Context: an optimization exercise on an open-source flow, tuned for small area, a short achievable clock period and few clock cycles per item. The choices shown serve that exercise and are no tape-out recipe. Function was checked by simulation only, so behaviour that the tests miss may differ from the original. No activity file was given, so power comes from the tool's default toggle rates.

== JK ==
## bb_sync
module bb_sync (
    input  wire        clk,
    input  wire        rst,           
    input  wire        cmd_valid,
    output wire        cmd_ready,
    input  wire [31:0] cmd_data,
    output wire        kbc_rd,
    output wire        kbc_port,      
    input  wire        kbc_ack,
    input  wire [7:0]  kbc_rdata,
    output wire        rec_valid,
    input  wire        rec_ready,
    output wire [31:0] rec_data
);
Size in the first run: ~1,300 cells after synthesis, about 81 I/O pins.
Settings: LEC_CHECK=0, ABC_AREA=1, CAP_MARGIN=20, CORE_MARGIN=2, CORE_UTILIZATION=55, CTS_BUF_LIST=sky130_fd_sc_hd__clkbuf_8, SETUP_SLACK_MARGIN=2.1, SLEW_MARGIN=20; clock period 4.5 ns.
standard.sh (not shown) runs the stock make flow with config.mk's settings and CLKGATE_MAP_FILE= SYNTH_SCRIPT=/design/flow/synth_recipe.tcl, a recipe that flattens the netlist after the stock synthesis.
==> flow/flow/run.sh <==
#!/bin/bash
# Standard layout, except that the port buffers are buf_2 cells instead of
# the delay cells buffer_ports picks by default. Every port is still buffered.
set -euo pipefail
export BUFFER_PORTS_ARGS="-buffer_cell sky130_fd_sc_hd__buf_2"
bash standard.sh > standard.log 2>&1
Both conditions hold for JK: the flow ran to the end and the final layout passed the timing, design-rule and antenna checks.
Testbench counts of JK, summed over its fixed seeds: cycles 26,047, ops 5,600.
What MS does differently from JK at the input level:
- CTS_BUF_LIST changed from sky130_fd_sc_hd__clkbuf_8 to sky130_fd_sc_hd__clkbuf_16
- CTS_CLUSTER_SIZE newly set to 60
- SETUP_SLACK_MARGIN changed from 2.1 to 2.0
- CTS_CLUSTER_DIAMETER newly set to 300
Findings:
- Taking JK as the reference, in MS final critical path time including I/O delays and setup -0.0038 ns, fraction of power consumed by combinational cells went down by 1.1 points.
- Utilization essentially unchanged between MS and JK.
- In MS, largest fanout on the critical path is lower than in JK.
- As of MS, post-detailed-route via-to-cell ratio had risen slightly compared to JK.
- Summary of the comparison: initial detailed-routing violation count is higher in MS, relative to JK.
- Looking only at clock latency at the later pin of the worst-skew pair, and setting everything else aside, the lower value of MS and JK goes to MS.
- MS against JK: global-route usage neither gained nor lost much; register cell area after layout shows no meaningful change.
- In MS the buffering overhead turned out 0.51 points lower than in JK.
- Slack of the critical path: MS vs JK up 0.0038 ns
Input changes introduced in AL (baseline for comparison: MS):
- a change of SETUP_SLACK_MARGIN from 2.0 to 1.9
- a change of CTS_BUF_LIST from sky130_fd_sc_hd__clkbuf_16 to sky130_fd_sc_hd__clkbuf_8
- a deleted CTS_CLUSTER_SIZE that had been 60
- a deleted CTS_CLUSTER_DIAMETER that had been 300
[summary]
- Every stage of the flow completed for MS, and the final layout passed the timing, design-rule and antenna checks.
- AL finished all stages; the layout is clean.
- Of AL and MS, the run reporting the lower final cell count was AL.
- From MS to AL the numbers moved as follows: routed wire length fell by 920 um, final critical-path share of the clock period rose by 1.2 points, non-clock buffer count in the final layout fell by 9, number of ports placed on the die boundary stayed essentially flat.
- End point of the critical path: rec_data[11] -> MS, g2_cy -> AL
Edits applied to the flow inputs when going from AL to TR:
- SETUP_SLACK_MARGIN now 2.0, was 1.9
- CORE_UTILIZATION now 65, was 55
[summary]
- Changes observed in TR relative to AL: area enclosed by the die boundary dropped about 15%, power drawn by the clock network climbed about 10%, width of the die dropped 7.8%, power share of the combinational group climbed 0.2 points.


Another version of the RTL of bb_sync (not shown whole).
For scale: ~150 flip-flops, about 9200 um^2 of cells after synthesis.
export LEC_CHECK = 0
export ABC_AREA = 1
export CAP_MARGIN = 20
export CORE_MARGIN = 2
export CORE_UTILIZATION = 40
export CTS_BUF_LIST = sky130_fd_sc_hd__clkbuf_8
export SETUP_SLACK_MARGIN = 3.0
export SLEW_MARGIN = 20
create_clock -name core_clock -period 4.5 [get_ports {clk}]
Scripts as last shown in full above: flow/flow/run.sh
Testbench counts at the start, summed over its fixed seeds: cycles 26,047, ops 5,600.
Edit:
--- a/flow/config.mk
+++ b/flow/config.mk
@@ -13 +13 @@
-export SETUP_SLACK_MARGIN = 3.0
+export SETUP_SLACK_MARGIN = 2.0
What happened: Worst hold slack is better by 5.9 ps; combinational power drops by a quarter to a third; design area came out lower by about a fifth; via count decreases by roughly a tenth.
Edit:
--- a/flow/config.mk
+++ b/flow/config.mk
@@ -11 +11 @@
-export CORE_UTILIZATION = 40
+export CORE_UTILIZATION = 55
Die area shrinks by 27%.
Hold slack gets worse by 6.2 ps.
Final area fell by 0.58%.
Sequential power hardly moves.
Edit:
--- a/flow/config.mk
+++ b/flow/config.mk
@@ -11 +11 @@
-export CORE_UTILIZATION = 55
+export CORE_UTILIZATION = 65
Outcome:
- synthesized cell count is unchanged
- global-route usage goes up by 4.2 points
- worst setup slack loses 31 ps

==> port drivers added, routing unchanged <==
No port has a modelled driver above. Below, the same layouts with a new extraction and two added sets of constraints.
Step 1, drivers: a clkbuf_16 drives clk and a buf_2 each remaining input, both assumed.
Step 2 also shifts input and output timing later by t, the mid clock arrival at the registers, as if the neighbouring blocks saw the same clock.
a / b / c = no drivers / after step 1 / after step 2; a / b = the first two.
run	shift t [ns]	setup WS [ns]	worst setup path after step 2	cell pins on the clock port's net
JK	0.504	2.134 / 2.092 / 1.663	input to register	1
MS	0.474	2.138 / 2.090 / 1.744	input to register	1
AL	0.506	2.083 / 2.052 / 1.649	input to register	1
TR	0.502	2.102 / 2.064 / 1.729	input to register	1
the first run of note 2	0.520	1.965 / 1.924 / 1.693	input to register	1
the second run of note 2	0.494	2.025 / 1.986 / 1.754	input to register	1
the third run of note 2	0.501	2.064 / 2.021 / 1.713	input to register	1
the fourth run of note 2	0.516	2.033 / 1.993 / 1.633	input to register	1
After both steps every run listed still meets setup and hold. The setup slack of JK, which loses most, moves by -0.042 ns with the drivers and by -0.471 ns with both steps.
